Context: an optimization exercise on an open-source flow, tuned for small area, a short achievable clock period and few clock cycles. The choices shown serve that exercise and are no tape-out recipe.
Only simulation tests tie the RTL to the original design; equivalence was not proved.
Power figures rest on the tool's default switching activity, not on a simulated workload.

// openlst_rf_codec
module openlst_rf_codec (
    input  wire        clk,
    input  wire        rst,
    input  wire [15:0] self_id,
    input  wire        fwd_en,
    input  wire        rx_valid,
    input  wire [7:0]  rx_data,
    output wire        rx_ready,
    output wire        pay_valid,
    output wire [7:0]  pay_data,
    output wire        res_valid,
    output wire [1:0]  res_status,
    output wire [1:0]  res_route,
    output wire [7:0]  res_len,
    output wire [15:0] res_dev_id,
    output wire [15:0] res_seq,
    output wire [7:0]  res_subsys,
    output wire [7:0]  res_opcode,
    output wire        res_fbit,
    input  wire        tx_valid,
    input  wire [7:0]  tx_data,
    input  wire        tx_fbit,
    output wire        tx_ready,
    output wire        pkt_valid,
    output wire [7:0]  pkt_data,
    input  wire        pkt_ready,
    output wire [31:0] cnt_good,
    output wire [31:0] cnt_rej_crc,
    output wire [31:0] cnt_rej_other,
    output wire [31:0] cnt_sent
);
export LEC_CHECK = 0
export CAP_MARGIN = 20
export CORE_MARGIN = 2
export CORE_UTILIZATION = 40
export PLACE_DENSITY = 0.6
export SETUP_SLACK_MARGIN = 3
export SLEW_MARGIN = 20
create_clock -name core_clock -period 5.0 [get_ports {clk}]
run.sh (not shown) runs the stock make flow with config.mk's settings and CLKGATE_MAP_FILE= SYNTH_SCRIPT=/design/flow/synth_recipe.tcl, a recipe that flattens the netlist after the stock synthesis.
The first run went through all stages and came out clean.
Testbench counts at the start, summed over its fixed seeds: cycles 102,794.
Edit:
==> flow/flow/run.sh (new file) <==
#!/bin/bash
# Standard layout, with the port buffers made from buf_2 cells.
set -euo pipefail
export BUFFER_PORTS_ARGS="-buffer_cell sky130_fd_sc_hd__buf_2"
bash standard.sh > flow_standard.log 2>&1
==> flow/standard.sh (new file) <==
#!/bin/bash
# synth_recipe.tcl (not shown) runs the flow's synth.tcl, then flattens the netlist and writes it again
# the make line also repeats each setting of config.mk as NAME=value (left out here)
make -C /OpenROAD-flow-scripts/flow DESIGN_CONFIG=/design/flow/config.mk WORK_HOME=/design/flow/orfs CLKGATE_MAP_FILE= SYNTH_SCRIPT=/design/flow/synth_recipe.tcl "${@:-finish}"
removed: flow/run.sh
Result: The new run finished with timing, DRC and antenna clean; synthesized cell count is unchanged; area after synthesis does not change; sequential power hardly moves; final area goes down by 3.6%; clock skew barely changes; worst setup slack improves by 0.0065 ns; first-iteration DRC count goes up by 13%.


v40:
Another version of the RTL of openlst_rf_codec (not shown whole).
For scale: about 300 flip-flops, roughly 250 I/O pins, roughly 14000 sq um of cells after synthesis.
clock: 5.0 ns
lec_check: 0
cap_margin: 20
core_margin: 2
core_utilization: 60
cts_cluster_diameter: 100
cts_cluster_size: 30
place_density: 0.75
setup_slack_margin: 2.9
slew_margin: 20
standard.sh (not shown) runs the stock make flow with config.mk's settings and CLKGATE_MAP_FILE= SYNTH_SCRIPT=/design/flow/synth_recipe.tcl, a recipe that flattens the netlist after the stock synthesis.
==> flow/flow/run.sh <==
#!/bin/bash
# Standard layout, with the port buffers made from buf_2 cells.
set -euo pipefail
export BUFFER_PORTS_ARGS="-buffer_cell sky130_fd_sc_hd__buf_2"
bash standard.sh > flow_standard.log 2>&1
v40 ran to completion and came out clean on the timing, DRC and antenna checks.
Testbench counts of v40, summed over its fixed seeds: cycles 102,794.
Input-level comparison between v1 and v40:
- clearing CTS_CLUSTER_SIZE, which used to be 30
- swapping 60 for 40 in CORE_UTILIZATION
- swapping 2.9 for 3 in SETUP_SLACK_MARGIN
- swapping 0.75 for 0.6 in PLACE_DENSITY
- clearing CTS_CLUSTER_DIAMETER, which used to be 100
Results
- Measured against each other, v40 and v1 differ in standard cell core area, the higher figure coming from v1.
- Compared with v40, v1 shows a clock edge transition at the registers on the reported setup and hold paths that is 50 ps lower.
- When the final numbers for v40 and v1 were put side by side, the met2 layer wire length in the routed design turned out to be greater in v1.
- The relative contribution of sequential cells to total power number comes out higher for v40 vs v1.
- Ratio of final minimum period to clock period: v1 vs v40 down 0.36 points
- Cmp v40 and v1 / non-clock buffer count / higher: v1
- In v1, logic gate share of total power is lower than in v40.
- Between v40 and v1, the cell count went up.
- Re relative contribution of the clock network to total power: v40 was lower than v1.
Input-level comparison between v13 and v1:
- putting CTS_CLUSTER_SIZE at 30 where nothing was set
- swapping 3 for 2.8 in SETUP_SLACK_MARGIN
- putting CTS_CLUSTER_DIAMETER at 100 where nothing was set
- putting ABC_AREA at 1 where nothing was set
Results
Via count: higher on v13. Capturing instance or port of the critical path: pkt_data[7] -> v1, pkt_data[4] -> v13. v13 gives less count of plain and timing-repair buffers than v1 did. Quantity of I/O buffers inserted on ports: v1 vs v13 — no meaningful difference. What v13 reported for detailed-route wire length on metal 1 has to be multiplied by 0.919 to get the figure for v1. v13 ends up with lower routed length on met3 than v1 does. In v13, the fraction of area in registers came out 3.1 points above the value in v1. For internal portion of total power, dividing the value from v13 by the value from v1 gives 0.895. Pre-CTS setup slack deteriorates in v13 relative to v1.
What v17 does differently from v13 at the input level:
- ABC_CLOCK_PERIOD_IN_PS: unset -> 2000
- ABC_AREA: 1 -> unset
- PLACE_DENSITY: 0.6 -> 0.8
- CORE_UTILIZATION: 40 -> 70
### Flow results
- NOTE: fraction of the core area covered by cells at the end of the flow in v17 exceeds that of v13
- Going from v13 to v17, estimated wirelength of the detail-placed design fell by about 20%; fraction of area in registers rose by 4.7 points; final worst-path setup slack fell by 32 ps.
- Clock-buffer cell count (lower): v13
- Between v17 and v13, it is v17 whose number of cells produced by synthesis is lower, by about 20%.
- For multi-input gate count, dividing the value from v17 by the value from v13 gives 0.855.
- Via count of the first global-routing pass, v17 and v13: larger value in v13
- More vias were needed by v13 than by v17.
- v17 vs. v13: number of rows in the core area went down by about 26%.
Relative to v17, the following input files were edited for v34:
- a deleted ABC_CLOCK_PERIOD_IN_PS that had been 2000
- a change of CORE_UTILIZATION from 70 to 40
- a change of PLACE_DENSITY from 0.8 to 0.6
[summary]
- In the flow results for v34 and v17, the final period utilization is larger on v17.
- Area of the die (higher): v34
- Re global-route met2 utilization: v17 was higher than v34.

afterwards: timing with drivers on the ports:
How much do the figures lean on ideal ports? The routed layouts below were timed once more, with nothing changed but the port constraints. Step 1 (the two cells are an assumption about what drives the block):
set clk [get_ports {clk}]
set_driving_cell -lib_cell sky130_fd_sc_hd__clkbuf_16 $clk
set_driving_cell -lib_cell sky130_fd_sc_hd__buf_2 [delete_from_list [all_inputs] $clk]
Step 2, shift: input delay + t, output delay - t, t = (earliest + latest rising clock arrival at the registers) / 2. This alone moves slack from input paths to output paths. a / b / c = no drivers / after step 1 / after step 2; a / b = the first two.
run	t, ns	setup slack, ns	worst slew at a driven data input, ns
the first run of note 1	0.555	2.788 / 2.784 / 2.462	0.05
the second run of note 1	0.544	2.795 / 2.795 / 2.481	0.06
v40	0.528	2.852 / 2.807 / 2.405	0.09
v1	0.553	2.870 / 2.819 / 2.498	0.05
v13	0.552	2.829 / 2.781 / 2.286	0.05
v17	0.534	2.797 / 2.747 / 2.420	0.08
v34	0.548	2.822 / 2.792 / 2.418	0.05
After both steps setup and hold are still met in every run listed. The setup slack of v13, which loses most, moves by -0.048 ns with the drivers and by -0.543 ns with both steps.
